What follows belongs to an exercise in optimizing a design on an open flow for small area; a production flow would make more cautious choices. Function was checked by simulation only, so behaviour that the tests miss may differ from the original. Power figures rest on the tool's default switching activity, not on a simulated workload.

== lane 1 ==
Design crc16_psa, start of the top module:
module crc16_psa (
    input  wire        clk,
    input  wire        rst,
    input  wire        host_req,
    input  wire        host_we,
    input  wire [3:0]  host_idx,
    input  wire [15:0] host_wdata,
    output wire        host_ack,
    output wire [15:0] host_rdata,
    output reg         bus_req,
    output wire [1:0]  bus_cmd,
    output wire [7:0]  bus_wdata,
    input  wire        bus_ack,
    input  wire        bus_err,
    input  wire [7:0]  bus_rdata
);
Size in the first run: ~1100 cells after synthesis, about 620 flip-flops, ~62 I/O pins, roughly 16000 um^2 of cells after synthesis.
Settings: LEC_CHECK=0, CAP_MARGIN=20, CORE_MARGIN=2, CORE_UTILIZATION=70, SLEW_MARGIN=20; clock period 10.0 ns.
standard.sh (not shown) runs the stock make flow with config.mk's settings and CLKGATE_MAP_FILE= SYNTH_SCRIPT=/design/flow/synth_recipe.tcl, a recipe that flattens the netlist after the stock synthesis.
==> flow/flow/run.sh <==
#!/bin/bash
# The standard layout (standard.sh: standard synthesis, floorplan, place,
# CTS, route), with these options changed:
#  - after floorplan, the combinational logic is re-mapped for area with
#    OpenROAD's restructure (flow/restructure.tcl);
#  - port buffers use the small buf_1 cell;
#  - clock tree synthesis inserts no dummy loads and uses clkbuf_8 leaf
#    clusters of at most 20 sinks.
# Tool output goes to standard.log here and to ORFS's own logs under orfs/logs.
export POST_FLOORPLAN_TCL="$(pwd)/flow/restructure.tcl"
export BUFFER_PORTS_ARGS="-buffer_cell sky130_fd_sc_hd__buf_1"
export CTS_ARGS="-sink_clustering_enable -repair_clock_nets -dont_use_dummy_load -sink_clustering_size 20 -sink_clustering_max_diameter 60 -buf_list sky130_fd_sc_hd__clkbuf_8"
bash standard.sh > standard.log 2>&1
==> flow/flow/restructure.tcl <==
# Sourced at the end of ORFS floorplan (POST_FLOORPLAN_TCL): re-map the
# combinational logic for area with OpenROAD's restructure (ABC). Registers
# are not touched. restructure hands its liberty file straight to ABC, so it
# gets a copy of the platform library without the don't-use cells.
set rs_dir [file join $::env(OBJECTS_DIR) rs_work]
file mkdir $rs_dir
set rs_lib [file join $rs_dir rs_lib.lib]
set dont_use [expr {[info exists ::env(DONT_USE_CELLS)] ? $::env(DONT_USE_CELLS) : ""}]
set fi [open [lindex $::env(LIB_FILES) 0] r]
set fo [open $rs_lib w]
set skip 0
set depth 0
set n_skipped 0
while {[gets $fi line] >= 0} {
  if {!$skip && [regexp {^\s*cell\s*\(\s*"?([^")\s]+)"?\s*\)} $line -> cname]} {
    foreach pat $dont_use {
      if {[string match $pat $cname]} { set skip 1; set depth 0; incr n_skipped; break }
    }
  }
  if {$skip} {
    incr depth [expr {[regexp -all {\{} $line] - [regexp -all {\}} $line]}]
    if {$depth <= 0 && [regexp {\}} $line]} { set skip 0 }
    continue
  }
  puts $fo $line
}
close $fi
close $fo
puts "restructure: library copy without $n_skipped don't-use cells: $rs_lib"
report_design_area
restructure -liberty_file $rs_lib -target area \
  -tielo_port sky130_fd_sc_hd__conb_1/LO -tiehi_port sky130_fd_sc_hd__conb_1/HI \
  -work_dir $rs_dir -abc_logfile [file join $::env(LOG_DIR) 2_1_restructure_abc.log]
report_design_area
What lane 2 does differently from lane 1 at the input level:
diff --git a/flow/design.v b/flow/design.v
--- a/flow/design.v
+++ b/flow/design.v
@@ -105,34 +105,31 @@
     wire s2 = (hs == H_S2);
     wire s3 = (hs == H_S3);
     wire go0      = s0 & host_req & legal;
     wire st_time  = ((op_wr_a | op_st) & p15a) | ((op_wr_p | op_data) & p15p) |
                     ((op_wr_l | op_init | op_crcin | op_buf | op_app) & ph15);
     wire rbad0    = (op_data & ~ptr_ok) | (op_buf & ~len_le64) | (op_app & ~len_le62);
     wire start1   = go0 & st_time & ~rbad0;
     wire       bytemode = host_idx[1] & host_idx[0];      
     wire [7:0] hrev = {host_wdata[0],host_wdata[1],host_wdata[2],host_wdata[3],host_wdata[4],host_wdata[5],host_wdata[6],host_wdata[7]};
     wire [7:0] hsel8 = ({8{bytemode}} & hrev) | ({8{~bytemode & hb[0]}} & host_wdata[15:8]) | ({8{~bytemode & ~hb[0]}} & host_wdata[7:0]);
     wire       hbit  = hsel8[cb];
-    reg  cy, z;
+    wire cy = wreg[0];
+    wire z  = wreg[1];
     wire ad_x = op_app ? rl[0] : rg[0];
     wire ad_y = op_data ? ph0 : op_app ? (ph == 4'd1) : rl[0];
     wire ad_c = ~ph0 & cy;
     wire ad_s = ad_x ^ ad_y ^ ad_c;
     wire ad_co = (ad_x & ad_y) | (ad_x & ad_c) | (ad_y & ad_c);
     wire sum_bad = ad_co | (ad_s & z);    
     wire st_bad  = sum_bad | ~len_nz | ~len_le64;
-    always @(posedge clk) begin
-        cy <= ad_co;
-        z  <= (z & ~ph0) | ad_s;
-    end
     wire step  = (s1 & op_crcin & (hb[0] == half)) | (s2 & op_buf & match);
     wire cbit  = op_crcin ? hbit : rb_ring[0];
     wire fb    = rc[15] ^ cbit;
     wire afill = (hs == H_INIT) | (s1 & (op_init | op_buf));
     always @(posedge clk) begin
         rc <= {rc[14:0], rc[15]};
         if (afill)
             rc[0] <= 1'b1;
         else if (step) begin
             rc[0]  <= fb;
             rc[5]  <= rc[4] ^ fb;
@@ -231,23 +228,24 @@
             q_idx <= {1'b0, ({6{op_data}} & vw[5:0]) | ({6{op_app}} & vl[5:0])};
         else if ((s2 & (op_buf | op_app) & match & cb7) |
                  ((q == Q_WD) & done & ~bus_err) |
                  ((q == Q_RI2) & cb7))
             q_idx <= q_idx + 7'd1;
     end
     wire wsh = bus_ins | ((q == Q_WD) & ~bus_req & match);
     always @(posedge clk) begin
         wreg <= ({8{q == Q_RD & done}} & bus_rdata) |
                 ({8{(q == Q_AH | q == Q_AL) & ~bus_req}} & rg[7:0]) |
                 ({8{wsh}} & {wreg[6:0], rb_ring[0]}) |
-                ({8{~(q == Q_RD & done) & ~((q == Q_AH | q == Q_AL) & ~bus_req) & ~wsh}} & wreg);
+                ({8{~(q == Q_RD & done) & ~((q == Q_AH | q == Q_AL) & ~bus_req) & ~wsh & busy}} & wreg) |
+                ({8{~busy}} & {6'd0, (z & ~ph0) | ad_s, ad_co});
     end
     wire ah_go = ~seg & cb0 & hb[0];     
     wire al_go = ~seg & ph0;             
     always @(posedge clk) begin
         if (rst) begin
             q       <= Q_T1;
             bus_req <= 1'b0;
             e_bus   <= 1'b0;
         end else begin
             if (go0 & op_clr)
                 e_bus <= 1'b0;
[summary]
Looking at maximum VDD drop, lane 2 sits about 6.5% higher than lane 1 does.
Going from lane 1 to lane 2, the setup slack was found to have gone up by 0.54 ns.
Die size: lane 2 exceeds lane 1
Side by side, met2 track utilization from global routing turned out higher in lane 2 than in lane 1.
On critical path depth: lane 2 sits below lane 1.
Lane 2 vs. lane 1: leakage power summed over all cells decreased by about 1% relative to the old numbers; global-route usage increased by 0.93 points relative to the old numbers; basic-gate share of the synthesized area counting and, or, nand and nor cells increased by 0.96 points relative to the old numbers.
Diff lane 2..lane 1 | overall overflow remaining after global route | unchanged
Post-place instance area: lane 2 vs lane 1 down about 0.7%
Cell count: lane 2 lower than lane 1
Going from lane 1 to lane 2, number of sequential cells in the layout decreased about 0.32%, synthesized cell count increased about 2.7%.
Lane 1 has higher final design utilization than lane 2.

-- static timing again, ports no longer ideal --
How much do the figures lean on ideal ports? The routed layouts below were timed once more, with nothing changed but the port constraints.
Step 1: set_driving_cell puts a clkbuf_16 on clk and a buf_2 on each other input, an assumption about the parent block.
Step 2 moves the port delays by t, midway between the first and last clock arrival at a register: inputs arrive t later, outputs are due t later. That takes back most of the time a late clock gives input paths.
a / b / c = ideal / step 1 / step 2; a / b = the first two.
run | shift t [ns] | slack for setup (ns) | pins driven straight from the clock port
lane 1 | 0.562 | 2.834 / 2.808 / 2.808 | 1
lane 2 | 0.570 | 3.375 / 3.350 / 3.350 | 1
After both steps setup and hold are still met in every run listed. The setup slack of lane 1, which loses most, moves by -0.026 ns with the drivers and by -0.026 ns with both steps.
